From an optimization exercise on the open Yosys and OpenROAD flow, aimed at small area, a short achievable clock period and few clock cycles per item; shortcuts taken in it are not production practice.
The RTL of this run was laid out without a check of its function.
Power and IR drop assume default switching activity.

==> flow/design.v <==
module pxsc (
    input  wire        clk,
    input  wire        rst,           
    input  wire [5:0]  reg_addr,      
    input  wire        reg_wr,
    input  wire [31:0] reg_wdata,
    output reg  [31:0] reg_rdata,
    output wire        busy,
    output wire        src_valid,
    output wire [31:0] src_addr,
    input  wire        src_ready,
    input  wire        src_rvalid,
    input  wire [31:0] src_rdata,
    output wire        db_we,
    output wire [14:0] db_addr,
    output wire [15:0] db_wdata
);
    localparam A_CMD     = 6'h00;
    localparam A_STATUS  = 6'h01;
    localparam A_CFG     = 6'h02;
    localparam A_RMODE   = 6'h03;
    localparam A_PANEL_W = 6'h04;
    localparam A_PANEL_H = 6'h05;
    localparam A_BUFSIZE = 6'h06;
    localparam A_SRCBASE = 6'h08;
    localparam A_STRIDE  = 6'h09;
    localparam A_PIXIN0  = 6'h0C;
    localparam A_PIXOUT0 = 6'h10;
    localparam M_CROP  = 2'd0;
    localparam M_SCALE = 2'd1;
    localparam M_DECIM = 2'd2;
    localparam S_IDLE = 2'd0;
    localparam S_REQ  = 2'd1;
    localparam S_WAIT = 2'd2;
    function [15:0] convert(input [31:0] p);
        convert = {p[23:19], p[15:10], p[7:3]};
    endfunction
    function [15:0] swap16(input [15:0] v);
        swap16 = {v[7:0], v[15:8]};
    endfunction
    reg        cfg_variant;
    reg        cfg_scaled;
    reg        locked;
    reg        busy_r;
    reg        err_ill, err_busy, err_lock;
    reg [31:0] src_base, src_stride;
    reg [31:0] pix_in  [0:3];
    reg [15:0] pix_out [0:3];
    reg [31:0] l_base, l_stride;
    reg [1:0]  l_mode;
    reg [7:0]  cx, cy;
    reg [1:0]  state;
    assign busy = busy_r;
    wire [7:0]  pw      = cfg_variant ? 8'd160 : 8'd184;
    wire [7:0]  ph      = cfg_variant ? 8'd80  : 8'd96;
    wire [15:0] bufsize = pw * ph;
    wire [1:0]  rmode   = cfg_variant ? M_DECIM : (cfg_scaled ? M_SCALE : M_CROP);
    always @(*) begin
        reg_rdata = 32'd0;
        case (reg_addr)
            A_STATUS:    reg_rdata = {21'd0, err_lock, err_busy, err_ill, 6'd0, locked, busy_r};
            A_CFG:       reg_rdata = {30'd0, cfg_scaled, cfg_variant};
            A_RMODE:     reg_rdata = {30'd0, rmode};
            A_PANEL_W:   reg_rdata = {24'd0, pw};
            A_PANEL_H:   reg_rdata = {24'd0, ph};
            A_BUFSIZE:   reg_rdata = {16'd0, bufsize};
            A_SRCBASE:   reg_rdata = src_base;
            A_STRIDE:    reg_rdata = src_stride;
            A_PIXIN0:    reg_rdata = pix_in[0];
            A_PIXIN0+1:  reg_rdata = pix_in[1];
            A_PIXIN0+2:  reg_rdata = pix_in[2];
            A_PIXIN0+3:  reg_rdata = pix_in[3];
            A_PIXOUT0:   reg_rdata = {16'd0, pix_out[0]};
            A_PIXOUT0+1: reg_rdata = {16'd0, pix_out[1]};
            A_PIXOUT0+2: reg_rdata = {16'd0, pix_out[2]};
            A_PIXOUT0+3: reg_rdata = {16'd0, pix_out[3]};
            default:     reg_rdata = 32'd0;
        endcase
    end
    reg [7:0]  sx, sy;
    reg [7:0]  rw, rh;
    reg [14:0] di;
    reg [15:0] cv;
    wire [15:0] x240 = cx * 8'd240;
    wire [15:0] y160 = cy * 8'd160;
    always @(*) begin
        case (l_mode)
            M_CROP: begin
                rw = pw;
                rh = ph;
                sx = cx + (8'd240 - pw) / 2;
                sy = cy + (8'd160 - ph) / 2;
                di = cy * pw + cx;
            end
            M_SCALE: begin
                rw = pw;
                rh = ph;
                sx = x240 / pw;
                sy = y160 / ph;
                di = cy * pw + cx;
            end
            default: begin
                rw = 8'd120;
                rh = 8'd80;
                sx = {cx[6:0], 1'b0};
                sy = {cy[6:0], 1'b0};
                di = cy * pw + (pw - 8'd120) / 2 + cx;
            end
        endcase
        cv = (l_mode == M_DECIM) ? swap16(convert(src_rdata)) : convert(src_rdata);
    end
    assign src_valid = (state == S_REQ);
    assign src_addr  = l_base + sy * l_stride + sx;
    assign db_we    = (state == S_WAIT) && src_rvalid;
    assign db_addr  = di;
    assign db_wdata = cv;
    wire last_col = (cx == rw - 8'd1);
    wire last_row = (cy == rh - 8'd1);
    wire cmd_wr    = reg_wr && (reg_addr == A_CMD);
    wire word_hi0  = (reg_wdata[31:8] == 24'd0);
    wire is_nop    = word_hi0 && (reg_wdata[7:0] == 8'h00);
    wire is_conv   = word_hi0 && (reg_wdata[7:2] == 6'b000100);
    wire is_scan   = word_hi0 && (reg_wdata[7:2] == 6'b001000);
    wire [1:0] scan_mode = (reg_wdata[1:0] == 2'd3) ? rmode : reg_wdata[1:0];
    integer i;
    always @(posedge clk) begin
        if (rst) begin
            cfg_variant <= 1'b0;
            cfg_scaled  <= 1'b0;
            locked      <= 1'b0;
            busy_r      <= 1'b0;
            err_ill     <= 1'b0;
            err_busy    <= 1'b0;
            err_lock    <= 1'b0;
            src_base    <= 32'd0;
            src_stride  <= 32'd0;
            for (i = 0; i < 4; i = i + 1) begin
                pix_in[i]  <= 32'd0;
                pix_out[i] <= 16'd0;
            end
            l_base   <= 32'd0;
            l_stride <= 32'd0;
            l_mode   <= 2'd0;
            cx       <= 8'd0;
            cy       <= 8'd0;
            state    <= S_IDLE;
        end else begin
            if (reg_wr) begin
                case (reg_addr)
                    A_CMD: begin
                        if (busy_r) begin
                            err_busy <= 1'b1;
                        end else if (is_nop) begin
                        end else if (is_conv) begin
                            if (reg_wdata[1]) begin
                                for (i = 0; i < 4; i = i + 1)
                                    pix_out[i] <= reg_wdata[0] ? swap16(convert(pix_in[i]))
                                                               : convert(pix_in[i]);
                            end else begin
                                pix_out[0] <= reg_wdata[0] ? swap16(convert(pix_in[0]))
                                                           : convert(pix_in[0]);
                            end
                        end else if (is_scan) begin
                            l_mode   <= scan_mode;
                            l_base   <= src_base;
                            l_stride <= src_stride;
                            cx       <= 8'd0;
                            cy       <= 8'd0;
                            busy_r   <= 1'b1;
                            locked   <= 1'b1;
                            state    <= S_REQ;
                        end else begin
                            err_ill <= 1'b1;
                        end
                    end
                    A_STATUS: begin
                        if (reg_wdata[8])  err_ill  <= 1'b0;
                        if (reg_wdata[9])  err_busy <= 1'b0;
                        if (reg_wdata[10]) err_lock <= 1'b0;
                    end
                    A_CFG: begin
                        if (locked) begin
                            err_lock <= 1'b1;
                        end else begin
                            cfg_variant <= reg_wdata[0];
                            cfg_scaled  <= reg_wdata[1];
                        end
                    end
                    A_SRCBASE:  src_base   <= reg_wdata;
                    A_STRIDE:   src_stride <= reg_wdata;
                    A_PIXIN0:   pix_in[0]  <= reg_wdata;
                    A_PIXIN0+1: pix_in[1]  <= reg_wdata;
                    A_PIXIN0+2: pix_in[2]  <= reg_wdata;
                    A_PIXIN0+3: pix_in[3]  <= reg_wdata;
                    default: ;
                endcase
            end
            case (state)
                S_REQ: begin
                    if (src_ready)
                        state <= S_WAIT;
                end
                S_WAIT: begin
                    if (src_rvalid) begin
                        if (last_col) begin
                            cx <= 8'd0;
                            if (last_row) begin
                                busy_r <= 1'b0;
                                state  <= S_IDLE;
                            end else begin
                                cy    <= cy + 8'd1;
                                state <= S_REQ;
                            end
                        end else begin
                            cx    <= cx + 8'd1;
                            state <= S_REQ;
                        end
                    end
                end
                default: ;
            endcase
        end
    end
endmodule
==> flow/run.sh <==
#!/bin/bash
# synth_recipe.tcl (not shown) runs the flow's synth.tcl, then flattens the netlist and writes it again
# the make line also repeats each setting of config.mk as NAME=value (left out here)
make -C /OpenROAD-flow-scripts/flow DESIGN_CONFIG=/design/flow/config.mk WORK_HOME=/design/flow/orfs CLKGATE_MAP_FILE= SYNTH_SCRIPT=/design/flow/synth_recipe.tcl finish
==> flow/config.mk <==
export PLATFORM = sky130hd
export DESIGN_NAME = pxsc
export DESIGN_NICKNAME = pxsc
export VERILOG_FILES = /design/flow/design.v
export SDC_FILE = /design/flow/constraint.sdc
export NUM_CORES = 4
export LEC_CHECK = 0
export CAP_MARGIN = 20
export CORE_MARGIN = 2
export CORE_UTILIZATION = 40
export SLEW_MARGIN = 20
==> flow/constraint.sdc <==
create_clock -name core_clock -period 33.0 [get_ports {clk}]
set_input_delay 6.6000 -clock core_clock [delete_from_list [all_inputs] [get_ports {clk}]]
set_output_delay 6.6000 -clock core_clock [all_outputs]
set_load 0.01 [all_outputs]
==> summary.txt <==
-- critical path, delay by kind of cell (launching register included) --
family          cells  cell delay [ps]
mux                 5             1450
xor+xnor            1              430
buf+inv             5              900
flops               1              450
compound gates     52             9750
simple gates       25             5070
fa+ha+maj          17             5870
-- flip-flops by register name (all words and copies together) (netlist names) --
name	count
pix_out	64
err_busy	1
pix_in	128
src_base	32
locked	1
busy_r	1
err_ill	1
l_stride	32
err_lock	1
cfg_variant	1
cfg_scaled	1
cy	8
cx	8
src_stride	32
l_mode	2
l_base	32
state	2
-- cell usage after synthesis, drive strengths merged (43+ instances only) --
| cell | count | share of area (%) |
|---|---|---|
| nand2 | 806 | 9.9 |
| a21oi | 386 | 6.3 |
| dfxtp | 347 | 23 |
| inv | 309 | 3.8 |
| nor2 | 233 | 2.8 |
| fa | 228 | 15 |
| ha | 207 | 8.4 |
| clkbuf | 191 | 2.3 |
| mux2i | 98 | 3.2 |
| and2 | 97 | 2.0 |
| o21ai | 87 | 1.4 |
| a211oi | 80 | 2.0 |
| nand3 | 76 | 1.3 |
| xnor2 | 74 | 2.1 |
| a22oi | 60 | 1.5 |
| nor3 | 59 | 0.98 |
| buf | 44 | 0.65 |
| nor2b | 43 | 0.88 |
-- how the worst max path moves through the flow --
stage                               to  depth (start not counted)  slack, ps
after floorplan           src_addr[31]                        103       4390
after global placement    src_addr[31]                        105       1230
after detailed placement  src_addr[31]                        105        930
after CTS                 src_addr[31]                        105        330
after global routing      src_addr[31]                        104         20
final                     src_addr[31]                        105       1870
-- per-layer routing --
metal	share of wire (%)	track usage [%]
met1	49	34.2
met2	43	34.1
met3	6.6	2.74
met4	1.8	4.77
met5	0.010	0
-- cell families after synthesis --
| logic type | count (synthesis) | synth area share, % |
|---|---|---|
| buffers and inverters | 545 | 6.78 |
| adders and majority gates | 435 | 23.3 |
| xor gates and xnor gates | 92 | 2.69 |
| AOI/OAI and AO/OA | 897 | 19.4 |
| and+or+nand+nor | 1469 | 21.3 |
| DFF | 347 | 22.6 |
| muxes | 116 | 3.93 |
-- layout by cell type, fill, tap and decap left out, drive strengths merged, types with 21 or more instances in the layout --
cell type and count:
nand3 76, clkdlybuf4s50 154, dfxtp 347, a31oi 21, a211oi 80, o21ai 87, a21oi 386, nor3 59
ha 207, nor2b 43, nor2 233, xnor2 74, a22oi 60, o21a 34, nand2 806, fa 228
buf 41, and3 25, nor4 22, or2 24, inv 309, nand2b 22, mux2i 98, a21o 22
o211ai 21, clkbuf 57, and2 97, a221oi 35
-- what timing repair did --
action / 4_1_cts / 5_1_grt
setup endpoints to repair: 0 / 16
setup buffers: 0 / 3
hold buffers: 0 / 0
gates resized for setup: 0 / 18
-- area by class of cell --
cell class	count	area (sq um)
diodes	2	5.00
clock buffers	57	1170
fillers	7598	41500
repair buffers	195	1860
clock inverters	12	115
well taps	1030	1290
flip-flops and latches	347	6950
inverters	310	1160
multi-input cells	3009	21800
-- power by group --
part | total (mW) | internal (mW) | switching [mW] | leakage (nW)
clock | 0.436 | 0.255 | 0.181 | 0.632
sequential | 0.421 | 0.420 | 0.000968 | 2.80
combinational | 0.0392 | 0.0131 | 0.0261 | 9.97
total | 0.896 | 0.688 | 0.208 | 13.4
==> metrics.yaml <==
outcome:
  status: "finished clean"
sta:
  min_period_ps: 31130
  period_share_pct: 94.3
  worst_slew_pin_slew_ps: 1130
  fin_skew_ps: 18.9
  fin_hold_ws_ps: 455
  rsz0062_at_grt: "false"
  tns_ps: 0
  slew_violations: 0
  fmax_ghz: 0.0321
  worst_slack_ps: 1870
  slew_headroom_pct: 24.6
  hold_viol: 0
  setup_viol: 0
worst_setup_path:
  r2r_start: "l_mode[1]"
  startpoint: "cy[4]"
  critPathMaxStageDelay_ps: 640
  regToRegSetupSlack_ps: 28890
  critPathLaunchType: "register"
  required_ps: 26400
  timing.rr.end: "cy[7]"
  worst-path-max-fanout: 32
  cp_slowest_cell: "or4_4"
  endpoint_kind: "output pin"
  path_class: "reg -> out"
  worstRegToRegCells: 11
  worst_ep_arrival_time_ps: 24530
  crit_top_cell: "ha_1"
synth:
  synth_seq_area_share_pct: 22.6
  syn_area_per_cell_sq_um: 7.87
  netlist_area_sq_um: 30700
  syn-num-nets: 4411
  post_synth_num_cell_types: 108
  synth_edf_count: 0
  synthCells: 3901
  yosys_warnings: 3
  synth-seq-cells: 347
  async_flop_share_pct: 0
  yosys_most_used_dff: "dfxtp_1"
worst_hold_path:
  worstHoldEndpoint: "pix_in[1][2]"
  hp-class: "reg -> reg"
  min_from: "pix_in[1][2]"
  holdPathStages: 2
routing:
  routed_wl_microns: 90400
  drc: 0
  drt_first_pass_iters: 5
  num_vias: 27200
  antenna_left: 0
  drt_iter0_drc: 2175
  wl_per_cell_microns: 18.2
  viasPerCell: 5.47
die:
  rows: 101
  die_area_sq_um: 79000
  ios: 173
  die_w_microns: 281
  initial_core_util_pct: 40.4
  die_y_microns: 281
  core_area_sq_um: 75900
global_route:
  grt_pass1_wl_microns: 144000
  antenna_found_initial: 6
  grt_util_all_layers_pct: 22.6
  grt_max_degree: 148
  grt_pass1_vias: 25500
  overflow: 0
clock_tree:
  clock_latency_ps: 550
  cts_made_buffers: 38
  htreeDepth: 2
  cts-root-buf: "clkbuf_16"
  clk_pin_slew_ps: 60
  cts_sinks: 347
  cts.path.max_buffers: 3
  cts_tree: "done"
pwr:
  power_mw: 0.896
  vdd_ir_drop_max_uv: 31.9
  p_leak_nw: 13.4
  power_density_nw_per_um2: 26.0
placed_design:
  dp_slack_ps: 932
  dp_hpwl_microns: 65200
  place_area_sq_um: 33000
  io_buffers: 156
  gp_congestion: 0.865
  place_inst: 4888
cells_and_area:
  final_util_pct: 45.3
  drive_above_1_share_pct: 5.73
  nets: 4411
  area_growth_pct: 12.1
  final_cells: 4962
  design_area_sq_um: 34400
flow_run:
  maxCapViolCount: 0

re-timing with driven ports:
No port has a modelled driver above. Below, the same layout with a new extraction and two added sets of constraints. Step 1 assumes that a clkbuf_16 drives the clock port and a buf_2 every other input. Step 2 moves the port delays by t, midway between the first and last clock arrival at a register: inputs arrive t later, outputs are due t later. That takes back most of the time a late clock gives input paths. Three values: ideal ports, drivers, drivers and shift; two values: the first two.
shift t [ns]: 0.586
setup slack, ns: 1.867 / 1.822 / 2.408
hold WS [ns]: 0.455 / 0.455 / 0.455
slew at the worst register clock pin (ns): 0.07 / 0.07
cell pins on the clock port's net: 1
After both steps setup and hold are still met in this run. For this run, drivers alone change the setup slack by -0.045 ns; drivers and shift together by +0.541 ns.
